Context: an optimization exercise on an open-source flow, tuned for small area, a short achievable clock period and few clock cycles per item. The choices shown serve that exercise and are no tape-out recipe. Where RTL was checked, it was by simulation tests only, not by an equivalence proof against the original. No functional check of the RTL was part of runs 1 to 4. No activity file was given, so power comes from the tool's default toggle rates.

<file path="flow/config.mk">
export PLATFORM = sky130hd
export DESIGN_NAME = ad983x_core
export DESIGN_NICKNAME = ad983x_core
export VERILOG_FILES = /design/flow/design.v
export SDC_FILE = /design/flow/constraint.sdc
export NUM_CORES = 4
export LEC_CHECK = 0
export CAP_MARGIN = 20
export CORE_MARGIN = 2
export CORE_UTILIZATION = 65
export CTS_BUF_LIST = sky130_fd_sc_hd__clkbuf_4 sky130_fd_sc_hd__clkbuf_8
export SLEW_MARGIN = 20
</file>
<file path="flow/constraint.sdc">
create_clock -name core_clock -period 10.0 [get_ports {clk}]
set_input_delay 2.0000 -clock core_clock [delete_from_list [all_inputs] [get_ports {clk}]]
set_output_delay 2.0000 -clock core_clock [all_outputs]
set_load 0.01 [all_outputs]
</file>
<file path="flow/design.v">
module ad983x_core (
    input  wire        clk,
    input  wire        rst,                 
    input  wire        cmd_valid,
    output reg         cmd_ready,
    input  wire [63:0] cmd,
    output reg         res_valid,
    output reg  [3:0]  res_code,
    output reg  [7:0]  res_err,
    output reg         sel_n,
    output reg         rst_line,
    output reg         xfer_req,
    output reg  [15:0] xfer_word,
    input  wire        xfer_ack,
    input  wire        xfer_fail,
    input  wire [7:0]  xfer_code
);
    localparam [3:0] R_OK        = 4'd0,
                     R_BAD_CH    = 4'd1,
                     R_BAD_SHAPE = 4'd2,
                     R_FREQ_OOR  = 4'd3,
                     R_XFER_ERR  = 4'd4,
                     R_ILLEGAL   = 4'd5,
                     R_NOT_INIT  = 4'd6,
                     R_BAD_REF   = 4'd7,
                     R_DESYNC    = 4'd8;
    localparam [3:0] OP_INIT = 4'h1, OP_FREQ = 4'h2, OP_FREQW = 4'h3,
                     OP_PHASE = 4'h4, OP_SIGN = 4'h5, OP_MODE = 4'h6,
                     OP_SLEEP = 4'h7, OP_WAVE = 4'h8, OP_RESET = 4'h9;
    reg        inited;
    reg        desync;
    reg [31:0] ref_hz;
    reg [5:0]  shb;                         
    wire [15:0] shadow = {7'd0, 1'b1, shb[5:1], 1'b0, shb[0], 1'b0};
    reg [3:0]  op;
    reg [1:0]  csel;                        
    reg        sel_hz;                      
    reg        rsv0;
    reg        z_hi;                        
    reg        z_mh;                        
    reg        z_ml;                        
    reg        z_lo;                        
    reg        neg;                         
    reg        pv;                          
    reg        fw1;                         
    reg        gap;                         
    reg        rcnt_on;                     
    reg [2:0]  rcnt;
    reg        is_init;
    reg        nw4;                         
    reg [1:0]  widx;
    reg        ch;
    reg [13:0] whi;                         
    reg [32:0] rem;                         
    reg [29:0] sq;                          
    reg [4:0]  dcnt;                        
    reg        ovf;                         
    reg        seen0;                       
    reg        dspec;                       
    reg        duse;                        
    always @(posedge clk) begin
        op     <= cmd[63:60];
        csel   <= cmd[53:52];
        sel_hz <= (cmd[59:54] == 6'd0);
        rsv0   <= (cmd[51:48] == 4'd0);
        z_hi   <= (cmd[47:32] == 16'd0);
        z_mh   <= (cmd[31:28] == 4'd0);
        z_ml   <= (cmd[27:12] == 16'd0);
        z_lo   <= (cmd[11:0] == 12'd0);
        neg    <= cmd[47];
    end
    wire sel0   = sel_hz && (csel == 2'd0);
    wire sel_h7 = sel_hz && !csel[1];
    wire d0     = z_hi && z_mh && z_ml && z_lo;
    reg well_formed;
    always @(*) begin
        case (op)
            OP_INIT:  well_formed = sel0 && rsv0 && z_hi;
            OP_FREQ:  well_formed = rsv0;
            OP_FREQW: well_formed = rsv0;
            OP_PHASE: well_formed = rsv0 && z_hi && z_mh && z_ml;
            OP_SIGN:  well_formed = sel_hz && rsv0 && d0;
            OP_MODE:  well_formed = sel_h7 && rsv0 && d0;
            OP_SLEEP: well_formed = sel_hz && rsv0 && d0;
            OP_WAVE:  well_formed = rsv0 && d0;
            OP_RESET: well_formed = sel0 && rsv0 && d0;
            default:  well_formed = 1'b0;
        endcase
    end
    reg        refuse;
    reg [3:0]  rcode;
    always @(*) begin
        refuse = 1'b1;
        rcode  = R_OK;
        if (!well_formed)
            rcode = R_ILLEGAL;
        else if (op == OP_INIT) begin
            if (z_mh && z_ml && z_lo) rcode = R_BAD_REF;
            else refuse = 1'b0;
        end
        else if (!inited) rcode = R_NOT_INIT;
        else if (desync)  rcode = R_DESYNC;
        else if ((op == OP_FREQ || op == OP_FREQW || op == OP_PHASE) && !sel_h7)
            rcode = R_BAD_CH;
        else if (op == OP_WAVE && (!sel_hz || csel == 2'd3))
            rcode = R_BAD_SHAPE;
        else if (op == OP_FREQ && neg)
            rcode = R_FREQ_OOR;
        else if (op == OP_FREQW && !(z_hi && z_mh))
            rcode = R_FREQ_OOR;
        else
            refuse = 1'b0;
    end
    reg [5:0] shb_new;
    always @(*) begin
        shb_new = shb;
        case (op)
            OP_SIGN: case (csel)
                2'd0: shb_new[3:1] = 3'b000;
                2'd1: shb_new[3:1] = 3'b101;
                2'd2: shb_new[3:1] = 3'b100;
                default: shb_new[3:1] = 3'b111;
            endcase
            OP_MODE:  shb_new[0] = csel[0];
            OP_SLEEP: shb_new[5:4] = csel;
            default: case (csel)            
                2'd0: begin shb_new[3:1] = 3'b000; shb_new[0] = 1'b0; end
                2'd1: begin shb_new[3:1] = 3'b000; shb_new[0] = 1'b1; end
                default: begin shb_new[3:1] = 3'b111; shb_new[0] = 1'b0; end
            endcase
        endcase
    end
    wire [15:0] sh_new = {7'd0, 1'b1, shb_new[5:1], 1'b0, shb_new[0], 1'b0};
    wire accept = cmd_valid && cmd_ready;
    wire exec   = accept && !refuse;
    wire dload = cmd_valid && !dspec && !duse && (cmd_ready || cmd[63:60] == OP_FREQ);
    wire dfmtw = cmd_ready && op == OP_FREQW;
    wire ddone = (dcnt == 5'd30);
    wire [34:0] tt    = {rem, sq[29], 1'b1} + {{2'b00, ref_hz} ^ {34{!rem[32]}}, !rem[32]};
    wire [32:0] rem_n = tt[33:1];
    wire        qbit  = !tt[33];
    wire [27:0] fword = sq[28:1] + {27'd0, sq[0]};
    wire [15:0] ftag  = ch ? 16'h8000 : 16'h4000;
    always @(posedge clk) begin
        rem <= dload ? {3'b000, cmd[46:17]} : rem_n;
        if (dload) begin
            if (dfmtw) begin
                sq   <= {1'b0, cmd[27:0], 1'b0};
                dcnt <= 5'd30;
            end else begin
                sq   <= {cmd[16:0], 13'd0};
                dcnt <= 5'd0;
            end
            ovf   <= 1'b0;
            seen0 <= 1'b0;
        end else if (!ddone) begin
            sq   <= {sq[28:0], qbit};
            dcnt <= dcnt + 5'd1;
            if (dcnt == 5'd0) ovf <= qbit;
            else if (!qbit)   seen0 <= 1'b1;
        end
    end
    wire idle = !(rcnt_on || fw1 || xfer_req || gap);
    reg  idle_nx;
    always @(*) begin
        idle_nx = idle;
        if (accept) idle_nx = refuse;
        if (rcnt_on && rcnt == 3'd7 && !is_init) idle_nx = 1'b1;
        if (fw1 && (ovf || (ddone && !seen0))) idle_nx = 1'b1;
        if (xfer_req && xfer_ack && (xfer_fail || !nw4 || widx == 2'd3)) idle_nx = 1'b1;
    end
    always @(posedge clk) begin
        res_err <= (xfer_req && xfer_ack && xfer_fail) ? xfer_code : 8'd0;
        if (rst) begin
            pv        <= 1'b0;
            cmd_ready <= 1'b0;
            res_valid <= 1'b0;
            res_code  <= R_OK;
            sel_n     <= 1'b1;
            rst_line  <= 1'b0;
            xfer_req  <= 1'b0;
            inited    <= 1'b0;
            desync    <= 1'b0;
            fw1       <= 1'b0;
            gap       <= 1'b0;
            rcnt_on   <= 1'b0;
            dspec     <= 1'b0;
            duse      <= 1'b0;
        end else begin
            pv        <= cmd_valid && !accept;
            cmd_ready <= idle_nx && cmd_valid && !accept;
            res_valid <= 1'b0;
            if (dload && !accept)
                dspec <= 1'b1;
            if (accept) begin
                dspec     <= 1'b0;
                res_valid <= refuse;
                res_code  <= rcode;
                widx      <= 2'd0;
                ch        <= csel[0];
                is_init   <= (op == OP_INIT);
                nw4       <= (op == OP_FREQ) || (op == OP_FREQW);
                rcnt      <= 3'd0;
                case (op)
                    OP_INIT:            xfer_word <= 16'h0100;
                    OP_FREQ, OP_FREQW:  xfer_word <= shadow | 16'h2000;
                    OP_PHASE:           xfer_word <= {2'b11, csel[0], 1'b0, cmd[11:0]};
                    default:            xfer_word <= sh_new;
                endcase
                if (!refuse) begin
                    case (op)
                        OP_INIT: begin
                            ref_hz    <= cmd[31:0];
                            shb       <= 6'd0;
                            inited    <= 1'b1;
                            desync    <= 1'b0;
                            rst_line  <= 1'b1;
                            rcnt_on   <= 1'b1;
                        end
                        OP_RESET: begin
                            rst_line <= 1'b1;
                            rcnt_on  <= 1'b1;
                        end
                        OP_FREQ: begin
                            duse      <= 1'b1;
                            fw1       <= 1'b1;
                        end
                        OP_FREQW: begin
                            duse      <= 1'b1;
                            sel_n     <= 1'b0;
                            xfer_req  <= 1'b1;
                        end
                        OP_PHASE: begin
                            sel_n     <= 1'b0;
                            xfer_req  <= 1'b1;
                        end
                        default: begin      
                            shb       <= shb_new;
                            sel_n     <= 1'b0;
                            xfer_req  <= 1'b1;
                        end
                    endcase
                end
            end
            if (rcnt_on) begin
                rcnt <= rcnt + 3'd1;
                if (rcnt == 3'd7) begin
                    rcnt_on  <= 1'b0;
                    rst_line <= 1'b0;
                    if (is_init) begin
                        sel_n    <= 1'b0;
                        xfer_req <= 1'b1;
                    end else begin
                        res_valid <= 1'b1;
                        res_code  <= R_OK;
                    end
                end
            end
            if (fw1) begin
                if (ovf || (ddone && !seen0)) begin
                    fw1       <= 1'b0;
                    duse      <= 1'b0;
                    res_valid <= 1'b1;
                    res_code  <= R_FREQ_OOR;
                end else if (seen0) begin
                    fw1      <= 1'b0;
                    sel_n    <= 1'b0;
                    xfer_req <= 1'b1;
                end
            end
            if (xfer_req && xfer_ack) begin
                sel_n    <= 1'b1;
                xfer_req <= 1'b0;
                if (xfer_fail) begin
                    duse      <= 1'b0;
                    res_valid <= 1'b1;
                    res_code  <= R_XFER_ERR;
                    if (is_init) inited <= 1'b0;
                    else         desync <= 1'b1;
                end else if (!nw4 || widx == 2'd3) begin
                    res_valid <= 1'b1;
                    res_code  <= R_OK;
                end else begin
                    gap  <= 1'b1;
                    widx <= widx + 2'd1;
                end
            end
            if (gap) begin
                case (widx)
                    2'd1: if (ddone) begin
                        gap       <= 1'b0;
                        duse      <= 1'b0;
                        whi       <= fword[27:14];
                        sel_n     <= 1'b0;
                        xfer_req  <= 1'b1;
                        xfer_word <= ftag | {2'b00, fword[13:0]};
                    end
                    2'd2: begin
                        gap       <= 1'b0;
                        sel_n     <= 1'b0;
                        xfer_req  <= 1'b1;
                        xfer_word <= ftag | {2'b00, whi};
                    end
                    default: begin
                        gap       <= 1'b0;
                        sel_n     <= 1'b0;
                        xfer_req  <= 1'b1;
                        xfer_word <= shadow;
                    end
                endcase
            end
        end
    end
endmodule
</file>
<file path="flow/flow/run.sh">
#!/bin/bash
# Standard layout, with timing repair aiming further below the clock period
# and plain buffers on the ports.
set -euo pipefail
export SETUP_SLACK_MARGIN=7.5
export BUFFER_PORTS_ARGS="-buffer_cell sky130_fd_sc_hd__buf_1"
bash standard.sh > standard_flow.log 2>&1
</file>
<file path="flow/standard.sh">
#!/bin/bash
# synth_recipe.tcl (not shown) runs the flow's synth.tcl, then flattens the netlist and writes it again
# the make line also repeats each setting of config.mk as NAME=value (left out here)
make -C /OpenROAD-flow-scripts/flow DESIGN_CONFIG=/design/flow/config.mk WORK_HOME=/design/flow/orfs CLKGATE_MAP_FILE= SYNTH_SCRIPT=/design/flow/synth_recipe.tcl "${@:-finish}"
</file>
==> results.json, run 1 <==
{
  "placed_area_mm2": 0.0110,
  "grt_max_degree": 24,
  "synth-seq-cells": 183,
  "synth_cell_types": 80,
  "initial_utilization_pct": 67.2,
  "toolErrorMsg": "[ERROR GRT-0232] Routing congestion too high. Check the congestion heatmap in the GUI.",
  "ys_seq_area_share_pct": 46.4,
  "grt_use_total_pct": 79.5,
  "status": "stopped before the end",
  "ys_async_sr_fraction_pct": 0,
  "root_buffer": "clkbuf_8",
  "synthMostInstantiatedCell": "edfxtp_1",
  "endpoint_type": "primary output",
  "worstEndpointGrtRepair": "xfer_word[4]",
  "ys_warn_count": 1,
  "std_cell_rows": 45,
  "htree_levels": 4,
  "synth_area_leader_cell": "edfxtp_1",
  "dp_hpwl_mm": 19.2,
  "synth_edf_count": 111,
  "die_y_um": 130,
  "cts.sinks": 183,
  "synth_top_area_share_pct": 32.4,
  "overflow": 184,
  "synth_area_leaders": "edfxtp_1 (32%), dfxtp_1 (14%), xnor2_1 (5.3%)",
  "io_pins": 110,
  "syn_area_per_cell_um2": 9.67,
  "clock_path_buffers": 2,
  "finalWeightedCongestion": 0.882,
  "numCtsBuffers": 17,
  "syn_area_mm2": 0.0103,
  "failing_step": "5_1_grt",
  "syn_nets": 1183,
  "synth_commonest_cells": "edfxtp_1 (111), nand2_1 (104), a21oi_1 (90)",
  "portBuffers": 109,
  "syn_inst": 1064,
  "synth_ff_type": "edfxtp_1",
  "die_w_um": 130
}
## how the worst max path moves through the flow
stage	startpoint	endpoint	slack, ns	depth (start not counted)
4_1_cts	xfer_word[4]	xfer_word[4]	6.92	1
3_5_place_dp	cmd_valid	rem[13]	5.54	9
3_3_place_gp	rst	ref_hz[7]	5.62	4
2_1_floorplan	rst	ref_hz[0]	6.71	3
## metrics by stage
step	hold slack (ns)	utilization [%]	cells	power (mW)	setup WS, ns
after global placement	0.464	71.7	1337	2.73	5.62
after CTS	0.480	88.4	1486	3.75	6.92
after detailed placement	0.460	71.7	1337	2.76	5.54
after floorplan	0.449	-	1064	2.43	6.71
## cells by family after synthesis
group                    after synthesis  synth area share (%)
multiplexers                          20                  1.96
buffers and inverters                 77                  3.27
XOR/XNOR                              81                  6.90
AND/OR/NAND/NOR                      359                  17.1
AO/OA/AOI/OAI                        302                  19.2
flip-flops                           183                  46.4
adder cells (fa/ha/maj)               42                  5.11
## power groups by stage
stage	Sequential, mW	Clock [mW]	Combinational, mW
after CTS	1.10	0.562	2.08
after detailed placement	1.12	0	1.63
after global placement	1.12	0	1.61
after floorplan	1.07	0	1.36
## timing repair
action	4_1_cts
buffers inserted	94
hold buffers	0
pin swaps	78
gates cloned	23
endpoints found under the setup margin	246
resized for setup	244
## per-layer routing
| metal | GRT overflow | track usage, % |
|---|---|---|
| met3 | 0 | 62.6 |
| met5 | 0 | 11.5 |
| met4 | 79 | 86.0 |
| met1 | 2 | 79.7 |
| met2 | 103 | 96.1 |
==> run 2: changes to the inputs <==
--- a/flow/design.v
+++ b/flow/design.v
@@ -133,9 +133,10 @@
     wire [15:0] sh_new = {7'd0, 1'b1, shb_new[5:1], 1'b0, shb_new[0], 1'b0};
     wire accept = cmd_valid && cmd_ready;
     wire exec   = accept && !refuse;
-    wire dload = cmd_valid && !dspec && !duse && (cmd_ready || cmd[63:60] == OP_FREQ);
-    wire dfmtw = cmd_ready && op == OP_FREQW;
     wire ddone = (dcnt == 5'd30);
+    wire dfree = !duse || (gap && widx == 2'd1 && ddone);
+    wire dload = cmd_valid && !dspec && dfree && (cmd_ready || cmd[63:60] == OP_FREQ);
+    wire dfmtw = cmd_ready && op == OP_FREQW;
     wire [34:0] tt    = {rem, sq[29], 1'b1} + {{2'b00, ref_hz} ^ {34{!rem[32]}}, !rem[32]};
     wire [32:0] rem_n = tt[33:1];
     wire        qbit  = !tt[33];
==> flow/flow/run.sh (replaced) <==
#!/bin/bash
# Standard layout, with timing repair aiming further below the clock period
# and plain buffers on the ports.
set -euo pipefail
export SETUP_SLACK_MARGIN=7.0
export BUFFER_PORTS_ARGS="-buffer_cell sky130_fd_sc_hd__buf_1"
bash standard.sh > standard_flow.log 2>&1
==> run 2 against run 1 <==
Now clean on timing, DRC and antenna. Synthesized cell count is 2.4% higher. Synthesized area is 0.19% lower.
==> results.json, run 2 <==
{
  "syn_inst": 1090,
  "numCtsBuffers": 17,
  "grt_max_degree": 51,
  "wl_per_cell_um": 22.0,
  "path_class": "in2reg",
  "std_cell_rows": 45,
  "largestRegisters": "rem x33, ref_hz x32, sq x30",
  "synthMostInstantiatedCell": "nand2_1",
  "die_y_um": 130,
  "required_ns": 10.26,
  "vdd_ir_drop_max_v": 0.000287,
  "syn_area_per_cell_um2": 9.42,
  "max_cap_violations": 0,
  "antenna_cells": 0,
  "synth_area_leader_cell": "edfxtp_1",
  "path_cells": "buf_6 -> nor4b_4 -> o211ai_1 -> a21o_4 -> buf_12 -> buf_16 -> nand2_1 -> nand2_1",
  "synth_area_leaders": "edfxtp_1 (32%), dfxtp_1 (14%), xnor2_1 (5.6%)",
  "grt_pass1_wl_mm": 46.3,
  "rsz0062_at_grt": "yes",
  "antenna_found_initial": 0,
  "relSlewSlack_pct": 47.6,
  "grt_pass1_vias": 8630,
  "syn_nets": 1209,
  "layout_commonest_cell": "edfxtp_1",
  "synth_cell_types": 68,
  "drc": 0,
  "slowest_stage": "a21o_4",
  "dp_hpwl_mm": 19.4,
  "setup_tns_ns": 0,
  "holdCritPathClass": "reg2reg",
  "slew_violations": 0,
  "pwr-share-comb_pct": 53.6,
  "syn_area_mm2": 0.0103,
  "overflow": 0,
  "crit_fanout": 6,
  "swShare_pct": 42.6,
  "dieArea_mm2": 0.0168,
  "worst_pin_slew_ns": 0.775,
  "powerDensity_mw_per_mm2": 292,
  "switchingPower_mw": 1.56,
  "ctsHoldBuffers": 0,
  "syn_to_final_growth_pct": 22.0,
  "fin_skew_ns": 0.0201,
  "placed_area_mm2": 0.0109,
  "ant_nets": 0,
  "dp_slack_ns": 5.84,
  "cts.sinks": 183,
  "mostFrequentLayoutCells": "edfxtp_1 (111), nand2_1 (86), nor2_1 (83), a21oi_1 (77), buf_1 (77)",
  "io_pins": 110,
  "drive_above_1_share_pct": 18.3,
  "status": "no timing/DRC/antenna violations",
  "ys_warn_count": 1,
  "worst_slack_ns": 6.90,
  "ys_async_sr_fraction_pct": 0,
  "period_needed_ns": 3.10,
  "clkPwrFrac_pct": 14.4,
  "largest_register": "rem",
  "cp_common_cell": "nand2_1",
  "clock_path_buffers": 2,
  "initial_utilization_pct": 67.0,
  "root_buffer": "clkbuf_8",
  "routed_via_density": 6.61,
  "synth_ff_type": "edfxtp_1",
  "period_share_pct": 31.0,
  "finalWeightedCongestion": 0.949,
  "insertion_delay_ns": 0.50,
  "coreArea_mm2": 0.0153,
  "htree_levels": 4,
  "vias": 9533,
  "ys_seq_area_share_pct": 46.5,
  "p_leak_nw": 4.69,
  "p_int_mw": 2.10,
  "portBuffers": 109,
  "cp_slowest_stage_delay_ns": 0.31,
  "nNetsFinal": 1338,
  "drt_wl_total_mm": 31.7,
  "setup_violations": 0,
  "tritoncts": "built",
  "largest_register_ffs": 33,
  "synth-seq-cells": 183,
  "path_clk_slew_ns": 0.10,
  "die_w_um": 130,
  "drtIter0Drc": 1287,
  "synth_commonest_cells": "nand2_1 (118), edfxtp_1 (111), nor2_1 (95)",
  "critPathCaptureType": "register",
  "fin_area_mm2": 0.0125,
  "cp.arrival_ns": 3.36,
  "max_freq_mhz": 323,
  "firstDrtPassIters": 8,
  "critPathLaunchType": "primary input",
  "grt_use_total_pct": 36.2,
  "fill_cells": 954,
  "synth_top_area_share_pct": 32.5,
  "hold_viol_final": 0,
  "synth_edf_count": 111,
  "p_seq_share_pct": 32.0
}
run 2: power by group through the flow:
stage / Combinational [mW] / Sequential [mW] / Clock, mW
after detailed placement: 1.64 / 1.18 / 0
after floorplan: 1.35 / 1.11 / 0
after CTS: 1.78 / 1.14 / 0.520
final: 1.96 / 1.17 / 0.527
after global placement: 1.61 / 1.18 / 0
after global routing: 2.16 / 1.18 / 0.552
run 2: worst paths after layout:
kind         slack [ns]        to  cells past startpoint      from
max                6.90     sq[5]                      8   cmd[63]
min                0.50  rst_line                      1  rst_line
max reg2reg        7.01   rem[15]                     11   rem[32]
min reg2reg        0.50  rst_line                      1  rst_line
run 2: worst max-delay path, delay by kind of cell:
kind | cells | cell delay (ns)
compound gates | 2 | 0.54
buf+inv | 3 | 0.41
simple gates | 3 | 0.40
run 2: routing by layer:
layer	routed length (um)	global-route usage [%]
met3	3650	7.89
met4	1190	13.1
met2	14200	55.6
met5	0	0
met1	12600	50.9
run 2: cell families after synthesis:
family          Yosys count  share of synthesized area, %
compound gates          292                          18.2
xor+xnor                 88                          7.51
fa+ha+maj                42                          5.12
buf+inv                  88                          3.24
flops                   183                          46.5
mux                      17                          1.67
simple gates            380                          17.7
run 2: layout make-up:
class / instances / area [um^2] / area share, %
sequential: 183 / 4790 / 38.3
timing repair inverter: 1 / 5.00 / 0.0400
timing repair buffer: 157 / 1190 / 9.51
clock buffer: 22 / 297 / 2.37
multi-input combinational: 827 / 5740 / 45.8
inverter: 32 / 124 / 0.989
clock inverter: 10 / 109 / 0.869
tap: 211 / 264 / 2.11
run 2: what timing repair did:
| item | in CTS | in global routing |
|---|---|---|
| gates cloned | 13 | 9 |
| endpoints found under the setup margin | 166 | 176 |
| pin swaps | 6 | 23 |
| resized for setup | 74 | 113 |
| buffers inserted | 25 | 5 |
run 2: per-stage QoR:
stage | util, % | std cells | power [mW] | hold slack, ns
6_report | 81.8 | 1443 | 3.66 | 0.501
4_1_cts | 78.2 | 1429 | 3.44 | 0.483
3_3_place_gp | 70.9 | 1359 | 2.79 | 0.468
2_1_floorplan | - | 1090 | 2.46 | 0.435
5_1_grt | 81.8 | 1443 | 3.89 | 0.526
3_5_place_dp | 70.9 | 1359 | 2.82 | 0.471
==> run 3: changes to the inputs <==
==> flow/flow/run.sh (replaced) <==
#!/bin/bash
# Standard layout, with timing repair aiming further below the clock period
# and plain buffers on the ports.
set -euo pipefail
export SETUP_SLACK_MARGIN=7.2
export BUFFER_PORTS_ARGS="-buffer_cell sky130_fd_sc_hd__buf_1"
bash standard.sh > standard_flow.log 2>&1
--- a/flow/config.mk
+++ b/flow/config.mk
@@ -7,6 +7,6 @@
 export LEC_CHECK = 0
 export CAP_MARGIN = 20
 export CORE_MARGIN = 2
-export CORE_UTILIZATION = 65
+export CORE_UTILIZATION = 60
 export CTS_BUF_LIST = sky130_fd_sc_hd__clkbuf_4 sky130_fd_sc_hd__clkbuf_8
 export SLEW_MARGIN = 20
==> run 3 against run 2 <==
Still clean on timing, DRC and antenna. Register-to-register slack got worse by 0.32 ns. Fmax decreased by 6.4%. Synthesized cell count unchanged. Design area increased by 11%. Sequential power about the same. Routed wire length increased by 20%. Clock power increased by 1%. Non-clock buffer count increased by 58. First-iteration DRC count increased by 13%. Setup slack got worse by 0.21 ns. Critical endpoint is now rem[8]. Largest power group unchanged.
==> results.json, run 3 <==
{
  "syn_inst": 1090,
  "cp_slowest_stage_delay_ns": 0.47,
  "hold_viol_final": 0,
  "relSlewSlack_pct": 34.7,
  "synth-seq-cells": 183,
  "setup_violations": 0,
  "power.total_mw": 4.05,
  "layout_commonest_cell": "edfxtp_1",
  "synth_cell_types": 68,
  "slowest_stage": "a21oi_1",
  "cp_top_family": "compound AO/OA/AOI/OAI gates",
  "ys_seq_area_share_pct": 46.5,
  "std_cell_rows": 47,
  "portBuffers": 109,
  "use_met1_pct": 52.4,
  "p_leak_nw": 5.26,
  "largest_register": "rem",
  "synth_commonest_cells": "nand2_1 (118), edfxtp_1 (111), nor2_1 (95)",
  "slew_violations": 0,
  "io_pins": 110,
  "syn_to_final_growth_pct": 35.1,
  "grt_pass1_vias": 9134,
  "max_cap_violations": 0,
  "setup_tns_ns": 0,
  "rr_worst_depth": 11,
  "nNetsFinal": 1396,
  "firstDrtPassIters": 9,
  "wl_per_cell_um": 25.2,
  "ff2ff_setup_slack_ns": 6.69,
  "largestRegisters": "rem x33, ref_hz x32, sq x30",
  "ctsHoldBuffers": 0,
  "synth_ff_type": "edfxtp_1",
  "status": "no timing/DRC/antenna violations",
  "root_buffer": "clkbuf_8",
  "powerDensity_mw_per_mm2": 292,
  "clock_path_buffers": 2,
  "path_clk_slew_ns": 0.11,
  "tritoncts": "built",
  "drive_above_1_share_pct": 29.3,
  "ys_async_sr_fraction_pct": 0,
  "insertion_delay_ns": 0.52,
  "seqCellArea_mm2": 0.00480,
  "overflow": 0,
  "min_path_cells": 2,
  "hold_start": "sel_n",
  "ant_nets": 0,
  "antenna_cells": 0,
  "coreArea_mm2": 0.0166,
  "grt_max_degree": 32,
  "period_needed_ns": 3.31,
  "required_ns": 10.44,
  "path_cells": "buf_12 -> xnor2_1 -> ha_1 -> a21o_1 -> a21oi_1 -> a21oi_1 -> o21ai_0 -> a21boi_0 -> o21a_1 -> o21a_1 -> o31ai_2",
  "multi_input_area_mm2": 0.00622,
  "antenna_found_initial": 0,
  "initial_utilization_pct": 61.7,
  "syn_area_per_cell_um2": 9.42,
  "path_buf_inv": 1,
  "holdCritPathClass": "reg2reg",
  "ys_warn_count": 1,
  "critPathCaptureType": "register",
  "min_to": "sel_n",
  "crit_fanout": 9,
  "use_met2_pct": 58.7,
  "syn_area_mm2": 0.0103,
  "die_w_um": 135,
  "htree_levels": 4,
  "routed_via_density": 6.88,
  "r2r-start": "rem[32]",
  "largest_register_ffs": 33,
  "fin_skew_ns": 0.0193,
  "grt_pass1_wl_mm": 52.1,
  "dieArea_mm2": 0.0182,
  "finalWeightedCongestion": 0.930,
  "r2r_end": "rem[8]",
  "path_class": "reg2reg",
  "numCtsBuffers": 17,
  "max_freq_mhz": 302,
  "cts.sinks": 183,
  "mostFrequentLayoutCells": "edfxtp_1 (111), nand2_1 (76), buf_1 (72), nor2_1 (70), xnor2_1 (63)",
  "synth_top_area_share_pct": 32.5,
  "drt_wl_total_mm": 38.1,
  "rsz0062_at_grt": "yes",
  "synth_area_leader_cell": "edfxtp_1",
  "worst_pin_slew_ns": 0.967,
  "vdd_ir_drop_max_v": 0.000261,
  "cp.arrival_ns": 3.75,
  "synthMostInstantiatedCell": "nand2_1",
  "critPathLaunchType": "register",
  "drtIter0Drc": 1455,
  "fill_cells": 955,
  "grt-busiest-layer": "met2",
  "synth_area_leaders": "edfxtp_1 (32%), dfxtp_1 (14%), xnor2_1 (5.6%)",
  "dp_hpwl_mm": 19.8,
  "die_y_um": 135,
  "drc": 0,
  "period_share_pct": 33.1,
  "met3_usage_pct": 9.65,
  "grt_use_total_pct": 38.3,
  "syn_nets": 1209,
  "vias": 10400,
  "synth_edf_count": 111
}
run 3: changes by cell type in the layout (fill, tap and decap cells not counted), moves of 8 or more:
cell,change
a21oi_1,-20
a21oi_2,+21
buf_12,+10
buf_16,+11
buf_4,+30
buf_6,+16
nand2_1,-10
nand3_1,-10
nand3_2,+9
nor2_1,-13
nor2_4,+19
o21ai_0,-12
o21ai_2,+8
run 3: per-stage QoR:
stage | utilization, % | setup slack (ns) | hold WS, ns | std cells | area [um^2]
2_1_floorplan | - | 6.53 | 0.435 | 1090 | 10600
3_3_place_gp | 65.9 | 5.85 | 0.469 | 1369 | 11000
3_5_place_dp | 65.9 | 5.77 | 0.484 | 1369 | 11000
4_1_cts | 78.5 | 6.90 | 0.499 | 1479 | 13100
5_1_grt | 83.3 | 6.61 | 0.512 | 1510 | 13900
6_report | 83.3 | 6.69 | 0.499 | 1510 | 13900
run 3: cell type report:
class	instances	area share (%)
clock buffer	18	1.79
clock inverter	14	1.10
inverter	32	0.893
multi-input combinational	827	44.8
sequential	183	34.6
tap	220	1.99
timing repair buffer	215	14.7
timing repair inverter	1	0.0541
run 3: cell families after synthesis:
family / synth area share [%]
simple gates: 17.7
buf+inv: 3.24
compound gates: 18.2
flops: 46.5
xor+xnor: 7.51
mux: 1.67
fa+ha+maj: 5.12
run 3: what timing repair did:
item | CTS | global route
endpoints found under the setup margin | 208 | 196
cloned | 25 | 6
buffers inserted | 53 | 25
gates resized for setup | 215 | 125
pin swaps | 40 | 43
run 3: worst max path at each step:
stage | cells past startpoint | endpoint | slack (ns) | start
finish | 11 | rem[8] | 6.69 | rem[32]
global placement | 6 | sq[28] | 5.85 | cmd[60]
detailed placement | 6 | sq[28] | 5.77 | cmd[60]
floorplan | 7 | dcnt[0] | 6.53 | cmd[60]
global route | 11 | rem[8] | 6.61 | rem[32]
CTS | 1 | xfer_word[0] | 6.90 | xfer_word[0]
run 3: worst min-delay path: stages, from the launching register on:
cell and delay, ns:
dfxtp_2 0.34, nand3_1 0.06, o21ai_1 0.06
run 3: where the power goes:
| part | internal [mW] | switching, mW | total [mW] |
|---|---|---|---|
| Clock | 0.215 | 0.319 | 0.534 |
| Combinational | 1.01 | 1.32 | 2.34 |
| Sequential | 1.01 | 0.166 | 1.18 |
| Total | 2.24 | 1.81 | 4.05 |
run 3: layer usage:
layer / vias to the layer above / wire, um
met3: 209 / 4720
li1: 4427 / -
met4: 2 / 2110
met2: 844 / 17100
met1: 4906 / 14100
met5: - / 38
==> run 4: changes to the inputs <==
--- a/flow/design.v
+++ b/flow/design.v
@@ -135,7 +135,7 @@
     wire exec   = accept && !refuse;
     wire ddone = (dcnt == 5'd30);
     wire dfree = !duse || (gap && widx == 2'd1 && ddone);
-    wire dload = cmd_valid && !dspec && dfree && (cmd_ready || cmd[63:60] == OP_FREQ);
+    wire dload = pv && !dspec && dfree && (cmd_ready || op == OP_FREQ);
     wire dfmtw = cmd_ready && op == OP_FREQW;
     wire [34:0] tt    = {rem, sq[29], 1'b1} + {{2'b00, ref_hz} ^ {34{!rem[32]}}, !rem[32]};
     wire [32:0] rem_n = tt[33:1];
@@ -191,8 +191,16 @@
             pv        <= cmd_valid && !accept;
             cmd_ready <= idle_nx && cmd_valid && !accept;
             res_valid <= 1'b0;
-            if (dload && !accept)
+            if (dload && cmd_valid && !accept)
                 dspec <= 1'b1;
+            if (cmd_ready) begin
+                case (op)
+                    OP_INIT:            xfer_word <= 16'h0100;
+                    OP_FREQ, OP_FREQW:  xfer_word <= shadow | 16'h2000;
+                    OP_PHASE:           xfer_word <= {2'b11, csel[0], 1'b0, cmd[11:0]};
+                    default:            xfer_word <= sh_new;
+                endcase
+            end
             if (accept) begin
                 dspec     <= 1'b0;
                 res_valid <= refuse;
@@ -202,12 +210,6 @@
                 is_init   <= (op == OP_INIT);
                 nw4       <= (op == OP_FREQ) || (op == OP_FREQW);
                 rcnt      <= 3'd0;
-                case (op)
-                    OP_INIT:            xfer_word <= 16'h0100;
-                    OP_FREQ, OP_FREQW:  xfer_word <= shadow | 16'h2000;
-                    OP_PHASE:           xfer_word <= {2'b11, csel[0], 1'b0, cmd[11:0]};
-                    default:            xfer_word <= sh_new;
-                endcase
                 if (!refuse) begin
                     case (op)
                         OP_INIT: begin
==> flow/flow/run.sh (replaced) <==
#!/bin/bash
# Standard layout, with timing repair aiming further below the clock period
# and plain buffers on the ports.
set -euo pipefail
export SETUP_SLACK_MARGIN=7.0
export BUFFER_PORTS_ARGS="-buffer_cell sky130_fd_sc_hd__buf_1"
bash standard.sh > standard_flow.log 2>&1
--- a/flow/config.mk
+++ b/flow/config.mk
@@ -7,6 +7,6 @@
 export LEC_CHECK = 0
 export CAP_MARGIN = 20
 export CORE_MARGIN = 2
-export CORE_UTILIZATION = 60
+export CORE_UTILIZATION = 65
 export CTS_BUF_LIST = sky130_fd_sc_hd__clkbuf_4 sky130_fd_sc_hd__clkbuf_8
 export SLEW_MARGIN = 20
==> run 4 against run 3 <==
Sequential cell count increased by 1. Routed wire length fell by 25%. Clock skew up 0.0018 ns. Design area is 13% lower. Critical path depth is 10 lower. Clock power is 1% lower. Global-route usage is 5.5 points lower. Sequential share of layout area increased by 5.1 points. Register-to-register slack better by 0.30 ns.
==> results.json, run 4 <==
{
  "initial_utilization_pct": 66.0,
  "root_buffer": "clkbuf_8",
  "die_y_um": 131,
  "path_class": "reg2out",
  "drive_above_1_share_pct": 14.5,
  "grt_pass1_vias": 7977,
  "path_buf_inv": 1,
  "wl_per_cell_um": 20.1,
  "coreArea_mm2": 0.0158,
  "die_w_um": 131,
  "max_cap_violations": 0,
  "path_clk_slew_ns": 0.11,
  "slew_violations": 0,
  "insertion_delay_ns": 0.49,
  "path_cells": "buf_1",
  "finalWeightedCongestion": 0.950,
  "antenna_cells": 0,
  "period_share_pct": 30.8,
  "grt_max_degree": 97,
  "portBuffers": 109,
  "largest_register": "rem",
  "nNetsFinal": 1316,
  "placed_area_mm2": 0.0109,
  "synth-seq-cells": 184,
  "largest_register_ffs": 33,
  "synth_area_leaders": "edfxtp_1 (32%), dfxtp_1 (14%), xnor2_1 (5.2%)",
  "cp.arrival_ns": 1.08,
  "grt_use_total_pct": 32.8,
  "vdd_ir_drop_max_v": 0.000252,
  "critPathLaunchType": "register",
  "cp_slowest_stage_delay_ns": 0.44,
  "dp_cells": 1351,
  "numCtsBuffers": 17,
  "vias": 9087,
  "wl_met1_mm": 12.3,
  "setup_violations": 0,
  "layout_commonest_cell": "nand2_1",
  "rsz0062_at_grt": "yes",
  "antenna_found_initial": 0,
  "syn_inst": 1078,
  "cts.sinks": 184,
  "synth_area_leader_cell": "edfxtp_1",
  "fin_skew_ns": 0.0211,
  "syn_nets": 1197,
  "drtIter0Drc": 843,
  "slowest_stage": "edfxtp_1",
  "drt_wl_total_mm": 28.6,
  "grt_pass1_wl_mm": 42.4,
  "ff2ff_setup_slack_ns": 6.99,
  "max_freq_mhz": 325,
  "worst_slack_ns": 6.92,
  "dp_slack_ns": 5.87,
  "required_ns": 8.00,
  "syn_area_mm2": 0.0104,
  "met2_wirelength_mm": 13.4,
  "firstDrtPassIters": 6,
  "top_layer": "met4",
  "period_needed_ns": 3.08,
  "cp_top_family": "flip-flops",
  "synth_edf_count": 111,
  "utilization_pct": 76.9,
  "p_leak_nw": 4.57,
  "clock_path_buffers": 2,
  "ant_nets": 0,
  "synthMostInstantiatedCell": "nand2_1",
  "drc": 0,
  "status": "no timing/DRC/antenna violations",
  "std_cell_rows": 46,
  "synth_ff_type": "edfxtp_1",
  "whs_ns": 0.466,
  "met3_length_mm": 2.35,
  "synth_top_area_share_pct": 32.0,
  "htree_levels": 4,
  "relSlewSlack_pct": 29.1,
  "ys_warn_count": 1,
  "overflow": 0,
  "syn_to_final_growth_pct": 16.5,
  "powerDensity_mw_per_mm2": 306,
  "syn_area_per_cell_um2": 9.65,
  "crit_fanout": 2,
  "power.total_mw": 3.71,
  "hold_viol_final": 0,
  "fin_area_mm2": 0.0121,
  "mostFrequentLayoutCells": "nand2_1 (125), edfxtp_1 (111), buf_1 (81), nor2_1 (80), a21oi_1 (65)",
  "synth_cell_types": 79,
  "tritoncts": "built",
  "critPathCaptureType": "output port",
  "worst_pin_slew_ns": 1.06,
  "ys_async_sr_fraction_pct": 0,
  "final_cells": 1426,
  "ys_seq_area_share_pct": 46.1,
  "synth_commonest_cells": "nand2_1 (127), edfxtp_1 (111), nor2_1 (84)",
  "io_pins": 110,
  "dieArea_mm2": 0.0170,
  "routed_via_density": 6.37,
  "dp_hpwl_mm": 19.1,
  "ctsHoldBuffers": 0,
  "holdCritPathClass": "reg2reg",
  "largestRegisters": "rem x33, ref_hz x32, sq x30",
  "setup_tns_ns": 0
}
-- run 4: cell count changes after synthesis, sizes merged, moves of 4 or more --
cell / change
nor2b: +4
a22oi: +5
a31oi: +4
xnor2: -4
a21o: +7
nor2: -11
a21oi: -17
nand2: +9
o21ai: -12
mux2i: +4
or2: -5
inv: -6
a221oi: -5
-- run 4: layer usage --
metal | up-vias | global-route usage (%)
met4 | 0 | 8.32
met5 | - | 0
met3 | 53 | 5.29
met1 | 4332 | 47.0
li1 | 4230 | -
met2 | 472 | 52.7
-- run 4: repair_timing --
item,CTS,global route
setup buffers,21,19
cloned,2,1
endpoints found under the setup margin,159,150
gates resized for setup,35,71
pin swaps,6,20
-- run 4: where the power goes --
part | switching, mW | total (mW) | internal (mW)
clock | 0.285 | 0.527 | 0.242
combinational | 1.12 | 2.02 | 0.903
sequential | 0.135 | 1.16 | 1.02
-- run 4: layout make-up --
type	instances	area (um^2)
multi-input cells	811	5590
flip-flops and latches	184	4810
fillers	1129	3650
repair buffers	157	946
clock buffers	21	270
well taps	216	270
clock inverters	11	130
inverters	26	97.6
-- run 4: logic make-up (layout without fill, tap and decap cells) --
logic type	Yosys count	count (layout)	synth area share, %
flops	184	184	46.1
simple gates	379	380	17.6
mux	21	21	2.03
compound gates	286	286	18.6
xor+xnor	82	82	6.90
buf+inv	84	215	3.68
fa+ha+maj	42	42	5.05
-- run 4: final timing paths --
| check | startpoint | end | depth (start not counted) |
|---|---|---|---|
| worst min register to register | res_code[3] | res_code[3] | 2 |
| worst max-delay path | xfer_word[0] | xfer_word[0] | 1 |
| worst max register to register | rem[32] | rem[23] | 11 |
| worst min-delay path | res_code[3] | res_code[3] | 2 |
==> run 5: changes to the inputs <==
--- a/flow/design.v
+++ b/flow/design.v
@@ -193,14 +193,6 @@
             res_valid <= 1'b0;
             if (dload && cmd_valid && !accept)
                 dspec <= 1'b1;
-            if (cmd_ready) begin
-                case (op)
-                    OP_INIT:            xfer_word <= 16'h0100;
-                    OP_FREQ, OP_FREQW:  xfer_word <= shadow | 16'h2000;
-                    OP_PHASE:           xfer_word <= {2'b11, csel[0], 1'b0, cmd[11:0]};
-                    default:            xfer_word <= sh_new;
-                endcase
-            end
             if (accept) begin
                 dspec     <= 1'b0;
                 res_valid <= refuse;
@@ -210,6 +202,12 @@
                 is_init   <= (op == OP_INIT);
                 nw4       <= (op == OP_FREQ) || (op == OP_FREQW);
                 rcnt      <= 3'd0;
+                case (op)
+                    OP_INIT:            xfer_word <= 16'h0100;
+                    OP_FREQ, OP_FREQW:  xfer_word <= shadow | 16'h2000;
+                    OP_PHASE:           xfer_word <= {2'b11, csel[0], 1'b0, cmd[11:0]};
+                    default:            xfer_word <= sh_new;
+                endcase
                 if (!refuse) begin
                     case (op)
                         OP_INIT: begin
--- a/flow/config.mk
+++ b/flow/config.mk
@@ -5,8 +5,8 @@
 export SDC_FILE = /design/flow/constraint.sdc
 export NUM_CORES = 4
 export LEC_CHECK = 0
-export CAP_MARGIN = 20
+export CAP_MARGIN = 5
 export CORE_MARGIN = 2
 export CORE_UTILIZATION = 65
 export CTS_BUF_LIST = sky130_fd_sc_hd__clkbuf_4 sky130_fd_sc_hd__clkbuf_8
-export SLEW_MARGIN = 20
+export SLEW_MARGIN = 5
==> run 5 against run 4 <==
Still clean on timing, DRC and antenna. Sequential power about the same. Sequential cell count stayed put. Design area shrank 2.3%. Register-to-register slack is essentially flat. Critical path depth unchanged. Highest routed layer unchanged.
==> results.json, run 5 <==
{
  "status": "no timing/DRC/antenna violations",
  "syn_to_final_growth_pct": 15.7,
  "ctsHoldBuffers": 0,
  "drive_above_1_share_pct": 13.0,
  "drc": 0,
  "synth_edf_count": 111,
  "numCtsBuffers": 17,
  "grt_max_degree": 85,
  "cp_top_family": "flip-flops",
  "ys_warn_count": 1,
  "path_clk_slew_ns": 0.10,
  "cp.arrival_ns": 1.08,
  "syn_inst": 1068,
  "dieArea_mm2": 0.0168,
  "holdCritPathClass": "reg2reg",
  "finalWeightedCongestion": 0.948,
  "coreArea_mm2": 0.0153,
  "p_leak_nw": 4.46,
  "synth_cell_types": 67,
  "critPathLaunchType": "register",
  "ys_async_sr_fraction_pct": 0,
  "slew_violations": 0,
  "rsz0062_at_grt": "yes",
  "largest_register": "rem",
  "grt_pass1_vias": 8177,
  "die_y_um": 130,
  "overflow": 0,
  "synth_area_leader_cell": "edfxtp_1",
  "synth_commonest_cells": "nand2_1 (121), edfxtp_1 (111), nor2_1 (81)",
  "syn_nets": 1187,
  "swShare_pct": 41.6,
  "period_share_pct": 30.8,
  "switchingPower_mw": 1.50,
  "seqCellArea_mm2": 0.00481,
  "portBuffers": 109,
  "antenna_cells": 0,
  "synth_area_leaders": "edfxtp_1 (33%), dfxtp_1 (14%), xnor2_1 (5.7%)",
  "relSlewSlack_pct": 11.6,
  "root_buffer": "clkbuf_8",
  "routed_via_density": 6.39,
  "min_path_cells": 2,
  "hold_start": "rst_line",
  "cp_num_cells": 1,
  "syn_area_mm2": 0.0102,
  "p_int_mw": 2.11,
  "largest_register_ffs": 33,
  "vdd_ir_drop_max_v": 0.000264,
  "grt_pass1_wl_mm": 44.3,
  "fin_skew_ns": 0.0147,
  "synth_ff_type": "edfxtp_1",
  "path_buf_inv": 1,
  "r2r_end": "rem[21]",
  "setup_violations": 0,
  "fin_area_mm2": 0.0118,
  "r2r-start": "rem[32]",
  "placed_area_mm2": 0.0108,
  "synthMostInstantiatedCell": "nand2_1",
  "worst_pin_slew_ns": 1.32,
  "syn_area_per_cell_um2": 9.59,
  "ff2ff_setup_slack_ns": 6.99,
  "insertion_delay_ns": 0.48,
  "ys_seq_area_share_pct": 46.8,
  "antenna_found_initial": 0,
  "period_needed_ns": 3.08,
  "vias": 9029,
  "firstDrtPassIters": 6,
  "critPathCaptureType": "output port",
  "max_freq_mhz": 325,
  "layout_commonest_cell": "nand2_1",
  "crit_start": "xfer_word[12]",
  "synth-seq-cells": 184,
  "dp_hpwl_mm": 19.5,
  "io_pins": 110,
  "ant_nets": 0,
  "synth_top_area_share_pct": 32.5,
  "largestRegisters": "rem x33, ref_hz x32, sq x30",
  "initial_utilization_pct": 66.9,
  "power.total_mw": 3.61,
  "crit_fanout": 3,
  "mostFrequentLayoutCells": "nand2_1 (120), edfxtp_1 (111), buf_1 (87), nor2_1 (78), a21oi_1 (68)",
  "clkPwrFrac_pct": 13.6,
  "p_seq_share_pct": 32.1,
  "htree_levels": 4,
  "std_cell_rows": 45,
  "max_cap_violations": 0,
  "grt_use_total_pct": 34.9,
  "required_ns": 8.00,
  "setup_tns_ns": 0,
  "endpoint": "xfer_word[12]",
  "drtIter0Drc": 1139,
  "die_w_um": 130,
  "path_class": "reg2out",
  "multi_input_area_mm2": 0.00549,
  "hold_viol_final": 0,
  "drt_wl_total_mm": 29.4,
  "tritoncts": "built",
  "pwr-share-comb_pct": 54.3,
  "clock_path_buffers": 2,
  "cts.sinks": 184,
  "fill_cells": 1100,
  "wl_per_cell_um": 20.8,
  "rr_worst_depth": 11,
  "nNetsFinal": 1307,
  "slowest_stage": "edfxtp_1",
  "cp_slowest_stage_delay_ns": 0.44,
  "utilization_pct": 77.3,
  "path_cells": "clkbuf_2",
  "powerDensity_mw_per_mm2": 305
}
-- run 5: metal layers --
layer	global-route usage [%]	wire length, um
met5	0	0
met4	11.5	891
met3	6.36	2730
met2	56.3	13600
met1	48.1	12200
-- run 5: what timing repair did --
item	in CTS	in global routing
pin swaps	11	12
setup buffers	21	10
setup endpoints to repair	182	105
gates cloned	3	1
resized for setup	36	66
-- run 5: final cells by class --
class | instances | area share (%)
clock buffer | 21 | 2.28
clock inverter | 11 | 0.835
inverter | 36 | 1.14
multi-input combinational | 803 | 46.4
sequential | 184 | 40.6
tap | 211 | 2.23
timing repair buffer | 146 | 6.52
-- run 5: metrics by stage --
stage	setup WS, ns	instances	hold WS [ns]
3_5_place_dp	6.09	1345	0.460
2_1_floorplan	6.57	1068	0.482
6_report	6.92	1412	0.473
4_1_cts	6.92	1401	0.474
3_3_place_gp	6.17	1345	0.456
5_1_grt	6.88	1412	0.497
-- run 5: cells by family after synthesis --
family,synth area share (%)
simple gates,17.5
compound gates,18.8
flops,46.8
buf+inv,3.25
xor+xnor,6.84
fa+ha+maj,5.13
mux,1.67
-- run 5: worst min-delay path by stage --
stage                           to  slack, ns
after floorplan              seen0       0.48
after global placement    rst_line       0.46
after detailed placement  rst_line       0.46
after CTS                 rst_line       0.47
after global routing      rst_line       0.50
final                     rst_line       0.47
-- run 5: power groups by stage --
stage / sequential (mW) / combinational, mW / clock, mW
2_1_floorplan: 1.12 / 1.29 / 0
3_3_place_gp: 1.17 / 1.58 / 0
3_5_place_dp: 1.17 / 1.61 / 0
4_1_cts: 1.15 / 1.75 / 0.491
5_1_grt: 1.17 / 2.15 / 0.517
6_report: 1.16 / 1.96 / 0.492
Testbench counts of run 5, summed over its fixed seeds: cycles 64,969, commands 3,208.
==> run 6: changes to the inputs <==
==> flow/flow/run.sh (replaced) <==
#!/bin/bash
# Standard layout, with timing repair aiming further below the clock period
# and plain buffers on the ports.
set -euo pipefail
export SETUP_SLACK_MARGIN=6.8
export BUFFER_PORTS_ARGS="-buffer_cell sky130_fd_sc_hd__buf_1"
bash standard.sh > standard_flow.log 2>&1
--- a/flow/config.mk
+++ b/flow/config.mk
@@ -5,8 +5,8 @@
 export SDC_FILE = /design/flow/constraint.sdc
 export NUM_CORES = 4
 export LEC_CHECK = 0
-export CAP_MARGIN = 5
+export CAP_MARGIN = 20
 export CORE_MARGIN = 2
 export CORE_UTILIZATION = 65
 export CTS_BUF_LIST = sky130_fd_sc_hd__clkbuf_4 sky130_fd_sc_hd__clkbuf_8
-export SLEW_MARGIN = 5
+export SLEW_MARGIN = 20
==> run 6 against run 5 <==
Die area unchanged. Clock power increased by 4%. Sequential cell count unchanged. Synthesized area unchanged. Critical path depth increased by 3. Total power decreased by 5.7%. Register-to-register slack got worse by 0.09 ns. Largest power group unchanged. Combinational power decreased by 12%.
==> results.json, run 6 <==
{
  "status": "no timing/DRC/antenna violations",
  "use_met1_pct": 45.8,
  "met3_usage_pct": 6.11,
  "cts.sinks": 184,
  "synth_cell_types": 67,
  "ys_async_sr_fraction_pct": 0,
  "synth_area_leaders": "edfxtp_1 (33%), dfxtp_1 (14%), xnor2_1 (5.7%)",
  "overflow": 0,
  "synthMostInstantiatedCell": "nand2_1",
  "dieArea_mm2": 0.0168,
  "period_share_pct": 31.1,
  "power.total_mw": 3.40,
  "relSlewSlack_pct": 45.3,
  "cp.arrival_ns": 3.21,
  "nNetsFinal": 1289,
  "powerDensity_mw_per_mm2": 297,
  "required_ns": 10.10,
  "critPathCaptureType": "register",
  "grt_use_total_pct": 33.3,
  "use_met2_pct": 53.8,
  "syn_nets": 1187,
  "synth_area_leader_cell": "edfxtp_1",
  "vdd_ir_drop_max_v": 0.000202,
  "holdCritPathClass": "reg2reg",
  "mostFrequentLayoutCells": "nand2_1 (120), edfxtp_1 (111), buf_1 (109), nor2_1 (78), a21oi_1 (72)",
  "tritoncts": "built",
  "dp_cells": 1345,
  "ys_warn_count": 1,
  "fin_skew_ns": 0.0145,
  "syn_to_final_growth_pct": 11.9,
  "coreArea_mm2": 0.0153,
  "min_path_cells": 2,
  "antenna_cells": 0,
  "grt-busiest-layer": "met2",
  "die_w_um": 130,
  "root_buffer": "clkbuf_8",
  "vias": 8845,
  "drtIter0Drc": 1102,
  "routed_via_density": 6.35,
  "ys_seq_area_share_pct": 46.8,
  "ctsHoldBuffers": 0,
  "crit_fanout": 21,
  "drive_above_1_share_pct": 6.59,
  "slew_violations": 0,
  "drc": 0,
  "largest_register": "rem",
  "layout_commonest_cell": "nand2_1",
  "final_cells": 1394,
  "largest_register_ffs": 33,
  "dp_hpwl_mm": 19.7,
  "synth_commonest_cells": "nand2_1 (121), edfxtp_1 (111), nor2_1 (81)",
  "path_class": "in2reg",
  "max_freq_mhz": 321,
  "grt_max_degree": 85,
  "synth_ff_type": "edfxtp_1",
  "wl_per_cell_um": 19.9,
  "synth-seq-cells": 184,
  "std_cell_rows": 45,
  "rsz0062_at_grt": "yes",
  "rr_worst_depth": 11,
  "synth_top_area_share_pct": 32.5,
  "initial_utilization_pct": 66.9,
  "numCtsBuffers": 17,
  "p_leak_nw": 4.27,
  "antenna_found_initial": 0,
  "htree_levels": 4,
  "whs_ns": 0.475,
  "largestRegisters": "rem x33, ref_hz x32, sq x30",
  "syn_area_per_cell_um2": 9.59,
  "synth_edf_count": 111,
  "hold_viol_final": 0,
  "syn_area_mm2": 0.0102,
  "syn_inst": 1068,
  "setup_violations": 0,
  "max_cap_violations": 0,
  "period_needed_ns": 3.11,
  "finalWeightedCongestion": 1.01,
  "grt_pass1_vias": 8003,
  "grt_pass1_wl_mm": 42.5,
  "worst_pin_slew_ns": 0.820,
  "fill_cells": 1158,
  "path_clk_slew_ns": 0.09,
  "firstDrtPassIters": 7,
  "clock_path_buffers": 2,
  "utilization_pct": 74.8,
  "portBuffers": 109,
  "critPathLaunchType": "primary input",
  "io_pins": 110,
  "drt_wl_total_mm": 27.7,
  "setup_tns_ns": 0,
  "insertion_delay_ns": 0.47,
  "die_y_um": 130,
  "ant_nets": 0
}
-- run 6: stage by stage --
stage | area (um^2) | setup slack (ns)
6_report | 11500 | 6.89
5_1_grt | 11500 | 6.75
4_1_cts | 11300 | 6.79
3_5_place_dp | 10800 | 6.08
3_3_place_gp | 10800 | 6.17
2_1_floorplan | 10300 | 6.57
-- run 6: critical path, cell delays in order --
cell and delay (ns):
buf_1 0.19, and2_4 0.36, nand4_4 0.19, a2111oi_4 0.47
-- run 6: worst paths after layout --
path | start | slack, ns | endpoint
min | rst_line | 0.48 | rst_line
min reg2reg | rst_line | 0.48 | rst_line
max | cmd_valid | 6.89 | shb[0]
max reg2reg | rem[32] | 6.90 | rem[25]
-- run 6: timing repair --
| item | CTS | global route |
|---|---|---|
| pin swaps | 3 | 3 |
| setup buffers | 5 | 10 |
| gates resized for setup | 8 | 11 |
| gates cloned | 1 | 0 |
| setup endpoints to repair | 142 | 80 |
-- run 6: layer usage --
metal  share of wire (%)  vias to the layer above
met5                   0                        -
met4                 2.6                        0
met3                 9.2                       59
met2                  47                      477
met1                  42                     4138
li1                    -                     4171
-- run 6: cell type report --
class | instances | area, um^2 | share of cell area (%)
clock buffer | 19 | 249 | 2.17
inverter | 36 | 135 | 1.18
clock inverter | 13 | 148 | 1.29
sequential | 184 | 4800 | 41.9
multi-input combinational | 801 | 5230 | 45.6
timing repair buffer | 130 | 636 | 5.55
tap | 211 | 264 | 2.30
-- run 6: cells by family after synthesis --
family | share of synthesized area (%)
muxes | 1.67
DFF | 46.8
AOI/OAI and AO/OA | 18.8
adders and majority gates | 5.13
xor gates and xnor gates | 6.84
buffers and inverters | 3.25
and+or+nand+nor | 17.5
-- run 6: power breakdown --
| group | leakage (nW) | switching [mW] | internal, mW |
|---|---|---|---|
| sequential | 1.69 | 0.139 | 1.02 |
| clock | 0.202 | 0.279 | 0.231 |
| combinational | 2.38 | 0.979 | 0.753 |
==> run 7: changes to the inputs <==
==> flow/flow/run.sh (replaced) <==
#!/bin/bash
# Standard layout, with timing repair aiming further below the clock period
# and plain buffers on the ports.
set -euo pipefail
export SETUP_SLACK_MARGIN=7.0
export BUFFER_PORTS_ARGS="-buffer_cell sky130_fd_sc_hd__buf_1"
bash standard.sh > standard_flow.log 2>&1
==> run 7 against run 6 <==
Still clean on timing, DRC and antenna. Total power is 5.0% higher. Register-to-register slack better by 0.12 ns. Clock-buffer cell count is 2 higher. Combinational power is 11% higher. Global-route usage is 1.6 points higher. Utilization is 2.1 points higher. Non-clock buffer count is 15 higher. Clock skew is 0.0017 ns higher. Setup slack better by 0.042 ns. Fmax is 1.4% higher. Design area is 2.9% higher. Clock power is 3% lower. Critical path type is now reg2out. Largest power group unchanged.
==> results.json, run 7 <==
{
  "status": "no timing/DRC/antenna violations",
  "crit_fanout": 3,
  "hold_start": "rst_line",
  "fin_skew_ns": 0.0162,
  "drtIter0Drc": 1165,
  "ys_seq_area_share_pct": 46.8,
  "ant_nets": 0,
  "finalWeightedCongestion": 0.948,
  "tritoncts": "built",
  "cp_slowest_stage_delay_ns": 0.44,
  "r2r_end": "rem[21]",
  "mostFrequentLayoutCells": "nand2_1 (119), edfxtp_1 (111), buf_1 (87), nor2_1 (78), a21oi_1 (68)",
  "holdCritPathClass": "reg2reg",
  "synth_commonest_cells": "nand2_1 (121), edfxtp_1 (111), nor2_1 (81)",
  "grt_pass1_vias": 8177,
  "grt_use_total_pct": 34.9,
  "hold_viol_final": 0,
  "ff2ff_setup_slack_ns": 7.02,
  "path_clk_slew_ns": 0.10,
  "synth_ff_type": "edfxtp_1",
  "rsz0062_at_grt": "yes",
  "syn_area_mm2": 0.0102,
  "clock_path_buffers": 2,
  "slew_violations": 0,
  "layout_commonest_cell": "nand2_1",
  "drt_wl_total_mm": 29.3,
  "syn_to_final_growth_pct": 15.1,
  "slowest_stage": "edfxtp_1",
  "seqCellArea_mm2": 0.00481,
  "largestRegisters": "rem x33, ref_hz x32, sq x30",
  "insertion_delay_ns": 0.47,
  "antenna_cells": 0,
  "synth_top_area_share_pct": 32.5,
  "firstDrtPassIters": 7,
  "cts.sinks": 184,
  "numCtsBuffers": 17,
  "synthMostInstantiatedCell": "nand2_1",
  "min_path_cells": 2,
  "cp.arrival_ns": 1.07,
  "largest_register_ffs": 33,
  "drive_above_1_share_pct": 12.7,
  "coreArea_mm2": 0.0153,
  "max_cap_violations": 0,
  "wl_per_cell_um": 20.8,
  "synth_cell_types": 67,
  "cp_top_family": "flip-flops",
  "overflow": 0,
  "die_w_um": 130,
  "period_share_pct": 30.7,
  "path_class": "reg2out",
  "ys_async_sr_fraction_pct": 0,
  "synth_area_leader_cell": "edfxtp_1",
  "syn_inst": 1068,
  "nNetsFinal": 1306,
  "dp_hpwl_mm": 19.5,
  "ys_warn_count": 1,
  "vias": 9012,
  "fill_cells": 1116,
  "vdd_ir_drop_max_v": 0.000249,
  "setup_tns_ns": 0,
  "io_pins": 110,
  "root_buffer": "clkbuf_8",
  "synth_edf_count": 111,
  "worst_pin_slew_ns": 0.784,
  "antenna_found_initial": 0,
  "std_cell_rows": 45,
  "die_y_um": 130,
  "powerDensity_mw_per_mm2": 303,
  "synth_area_leaders": "edfxtp_1 (33%), dfxtp_1 (14%), xnor2_1 (5.7%)",
  "syn_area_per_cell_um2": 9.59,
  "whs_ns": 0.473,
  "p_leak_nw": 4.44,
  "portBuffers": 109,
  "relSlewSlack_pct": 47.5,
  "period_needed_ns": 3.07,
  "path_cells": "clkbuf_2",
  "multi_input_area_mm2": 0.00544,
  "grt_pass1_wl_mm": 44.3,
  "syn_nets": 1187,
  "ctsHoldBuffers": 0,
  "path_buf_inv": 1,
  "r2r-start": "rem[32]",
  "synth-seq-cells": 184,
  "required_ns": 8.00,
  "critPathCaptureType": "output port",
  "htree_levels": 4,
  "setup_violations": 0,
  "max_freq_mhz": 326,
  "rr_worst_depth": 11,
  "drc": 0,
  "min_to": "rst_line",
  "largest_register": "rem",
  "utilization_pct": 77.0,
  "critPathLaunchType": "register",
  "dieArea_mm2": 0.0168,
  "grt_max_degree": 85,
  "initial_utilization_pct": 66.9,
  "routed_via_density": 6.39
}
run 7: cell counts after synthesis:
No cell type changed its count.
run 7: where the power goes:
group | internal (mW) | switching [mW] | total (mW)
Sequential | 1.02 | 0.134 | 1.16
Clock | 0.214 | 0.279 | 0.493
Combinational | 0.849 | 1.07 | 1.92
run 7: timing repair:
| action | 4_1_cts | 5_1_grt |
|---|---|---|
| pin swaps | 11 | 11 |
| setup buffers | 21 | 9 |
| gates cloned | 3 | 1 |
| endpoints found under the setup margin | 182 | 92 |
| gates resized for setup | 36 | 57 |
run 7: cells by family after synthesis:
group	count (synthesis)	synth area share (%)
flip-flops	184	46.8
AND/OR/NAND/NOR	369	17.5
adder cells (fa/ha/maj)	42	5.13
buffers and inverters	84	3.25
multiplexers	17	1.67
AO/OA/AOI/OAI	292	18.8
XOR/XNOR	80	6.84
run 7: worst max path at each step:
stage                        from            end  slack [ns]  cells past startpoint
floorplan               cmd_valid      ref_hz[0]        6.57                      4
global placement        cmd_valid      ref_hz[0]        6.17                      4
detailed placement      cmd_valid      ref_hz[2]        6.09                      4
CTS                 xfer_word[12]  xfer_word[12]        6.92                      1
global route        xfer_word[12]  xfer_word[12]        6.88                      1
finish              xfer_word[12]  xfer_word[12]        6.93                      1
run 7: through the flow:
step / instances / power, mW / cell area [um^2] / setup slack, ns
6_report: 1411 / 3.57 / 11800 / 6.93
5_1_grt: 1411 / 3.80 / 11800 / 6.88
4_1_cts: 1401 / 3.39 / 11500 / 6.92
3_5_place_dp: 1345 / 2.78 / 10800 / 6.09
3_3_place_gp: 1345 / 2.74 / 10800 / 6.17
2_1_floorplan: 1068 / 2.41 / 10300 / 6.57
run 7: layout make-up:
| cell class | count | share of cell area (%) |
|---|---|---|
| Multi-Input combinational cell | 803 | 46.2 |
| Sequential cell | 184 | 40.8 |
| Timing Repair Buffer | 145 | 6.49 |
| Clock buffer | 21 | 2.29 |
| Tap cell | 211 | 2.24 |
| Inverter | 36 | 1.15 |
| Clock inverter | 11 | 0.839 |
run 7: routing by layer:
layer | GRT usage (%) | vias to the layer above | routed length (um)
met4 | 11.5 | 0 | 897
met3 | 6.36 | 85 | 2900
li1 | - | 4203 | -
met5 | 0 | - | 0
met1 | 48.1 | 4168 | 12000
met2 | 56.3 | 556 | 13500
==> run 8: changes to the inputs <==
--- a/flow/config.mk
+++ b/flow/config.mk
@@ -7,6 +7,6 @@
 export LEC_CHECK = 0
 export CAP_MARGIN = 20
 export CORE_MARGIN = 2
-export CORE_UTILIZATION = 65
+export CORE_UTILIZATION = 72
 export CTS_BUF_LIST = sky130_fd_sc_hd__clkbuf_4 sky130_fd_sc_hd__clkbuf_8
 export SLEW_MARGIN = 20
==> run 8 against run 7 <==
Combinational power grew 5%. Sequential power hardly changed. Die area fell by 9.4%. Synthesized cell count stayed put. Sequential cell count stayed put. Critical endpoint is now rem[23]. Routed wire length rose by 3.7%.
==> results.json, run 8 <==
{
  "worst_pin_slew_ns": 0.783,
  "tritoncts": "built",
  "synth_top_area_share_pct": 32.5,
  "std_cell_rows": 43,
  "finalWeightedCongestion": 0.936,
  "hold_viol_final": 0,
  "fin_area_mm2": 0.0119,
  "mostFrequentLayoutCells": "nand2_1 (120), edfxtp_1 (111), buf_1 (82), nor2_1 (77), dfxtp_1 (67)",
  "ys_warn_count": 1,
  "syn_nets": 1187,
  "nNetsFinal": 1313,
  "grt_pass1_vias": 8256,
  "drtIter0Drc": 1196,
  "placed_area_mm2": 0.0108,
  "antenna_found_initial": 0,
  "antenna_cells": 0,
  "path_clk_slew_ns": 0.10,
  "status": "no timing/DRC/antenna violations",
  "hold_start": "sel_n",
  "ys_async_sr_fraction_pct": 0,
  "cts.sinks": 184,
  "synth-seq-cells": 184,
  "p_int_mw": 2.15,
  "critPathCaptureType": "register",
  "setup_tns_ns": 0,
  "syn_to_final_growth_pct": 16.2,
  "numCtsBuffers": 17,
  "rsz0062_at_grt": "yes",
  "clock_path_buffers": 2,
  "syn_inst": 1068,
  "synth_area_leaders": "edfxtp_1 (33%), dfxtp_1 (14%), xnor2_1 (5.7%)",
  "required_ns": 10.38,
  "path_cells": "buf_4 -> xnor2_1 -> ha_1 -> nand2_1 -> o311ai_4 -> and3_4 -> o2111a_2 -> o2111ai_4 -> a31oi_2 -> nor3_1 -> o31ai_1",
  "period_needed_ns": 3.19,
  "ys_seq_area_share_pct": 46.8,
  "worst_slack_ns": 6.81,
  "overflow": 0,
  "slowest_stage": "o311ai_4",
  "dieArea_mm2": 0.0152,
  "powerDensity_mw_per_mm2": 314,
  "period_share_pct": 31.9,
  "routed_via_density": 6.85,
  "largest_register": "rem",
  "swShare_pct": 42.6,
  "ff2ff_setup_slack_ns": 6.81,
  "syn_area_per_cell_um2": 9.59,
  "largest_register_ffs": 33,
  "max_freq_mhz": 313,
  "p_seq_share_pct": 31.3,
  "p_leak_nw": 4.50,
  "synth_ff_type": "edfxtp_1",
  "vdd_ir_drop_max_v": 0.000275,
  "drc": 0,
  "synth_area_leader_cell": "edfxtp_1",
  "ctsHoldBuffers": 0,
  "path_class": "reg2reg",
  "synthMostInstantiatedCell": "nand2_1",
  "cp.arrival_ns": 3.57,
  "synth_edf_count": 111,
  "synth_cell_types": 67,
  "setup_violations": 0,
  "io_pins": 110,
  "ant_nets": 0,
  "switchingPower_mw": 1.59,
  "r2r_end": "rem[23]",
  "grt_pass1_wl_mm": 43.7,
  "cp_top_family": "compound AO/OA/AOI/OAI gates",
  "coreArea_mm2": 0.0139,
  "synth_commonest_cells": "nand2_1 (121), edfxtp_1 (111), nor2_1 (81)",
  "wl_per_cell_um": 21.9,
  "slew_violations": 0,
  "crit_fanout": 7,
  "clkPwrFrac_pct": 14.8,
  "relSlewSlack_pct": 47.7,
  "firstDrtPassIters": 10,
  "rr_worst_depth": 11,
  "portBuffers": 109,
  "htree_levels": 4,
  "r2r-start": "rem[32]",
  "syn_area_mm2": 0.0102,
  "dp_hpwl_mm": 19.0,
  "die_w_um": 123,
  "root_buffer": "clkbuf_8",
  "insertion_delay_ns": 0.49,
  "vias": 9503,
  "initial_utilization_pct": 73.8,
  "largestRegisters": "rem x33, ref_hz x32, sq x30",
  "min_path_cells": 2,
  "critPathLaunchType": "register",
  "dp_slack_ns": 6.06,
  "drt_wl_total_mm": 30.4,
  "die_y_um": 123,
  "pwr-share-comb_pct": 53.9,
  "holdCritPathClass": "reg2reg",
  "drive_above_1_share_pct": 14.0,
  "min_to": "sel_n",
  "grt_max_degree": 85,
  "path_buf_inv": 1,
  "power.total_mw": 3.74,
  "fin_skew_ns": 0.0139,
  "cp_slowest_stage_delay_ns": 0.41,
  "max_cap_violations": 0,
  "grt_use_total_pct": 38.3,
  "layout_commonest_cell": "nand2_1"
}
## run 8: per-stage QoR
step / hold WS, ns / utilization (%) / std cells
final: 0.476 / 85.8 / 1387
after global routing: 0.498 / 85.8 / 1387
after CTS: 0.480 / 83.1 / 1374
after detailed placement: 0.472 / 77.5 / 1313
after global placement: 0.450 / 77.5 / 1313
after floorplan: 0.482 / - / 1068
## run 8: worst max-delay path by stage
stage / from / to / slack, ns / cells after the start
final: rem[32] / rem[23] / 6.81 / 11
after global routing: rem[32] / rem[23] / 6.81 / 11
after CTS: xfer_word[8] / xfer_word[8] / 6.94 / 1
after detailed placement: cmd_valid / ref_hz[8] / 6.06 / 4
after global placement: cmd_valid / ref_hz[8] / 6.13 / 4
after floorplan: cmd_valid / ref_hz[0] / 6.57 / 4
## run 8: metal layers
layer | up-vias | share of wire, % | global-route usage [%] | wire (um)
met3 | 135 | 13 | 10.1 | 3820
met2 | 756 | 46 | 60.9 | 14000
met4 | 0 | 4.5 | 13.1 | 1380
met1 | 4396 | 37 | 51.0 | 11200
li1 | 4216 | - | - | -
met5 | - | 0 | 0 | 0
## run 8: timing repair
item	4_1_cts	5_1_grt
buffers inserted	27	12
resized for setup	25	74
gates cloned	2	1
pin swaps	8	17
setup endpoints to repair	184	111
## run 8: worst reg2reg max path: cells and delay by family (launching register included)
kind                     cells  cell delay (ns)
buffers and inverters        1             0.18
XOR/XNOR                     1             0.14
AO/OA/AOI/OAI                5             1.44
adder cells (fa/ha/maj)      1             0.35
AND/OR/NAND/NOR              3             0.58
flip-flops                   1             0.40
## run 8: cell type report
class	instances	area [um^2]
well taps	180	225
clock buffers	18	241
multi-input cells	803	5500
fillers	748	1980
clock inverters	14	189
flip-flops and latches	184	4810
inverters	36	135
repair buffers	152	806
## run 8: cell families after synthesis
logic type / share of synthesized area [%]
xor gates and xnor gates: 6.84
AOI/OAI and AO/OA: 18.8
adders and majority gates: 5.13
muxes: 1.67
buffers and inverters: 3.25
and+or+nand+nor: 17.5
DFF: 46.8
## run 8: power groups by stage
stage / clock network (mW) / logic, mW / registers (mW)
6_report: 0.553 / 2.02 / 1.17
5_1_grt: 0.577 / 2.17 / 1.18
4_1_cts: 0.546 / 1.73 / 1.16
3_5_place_dp: 0 / 1.59 / 1.20
3_3_place_gp: 0 / 1.54 / 1.19
2_1_floorplan: 0 / 1.29 / 1.12
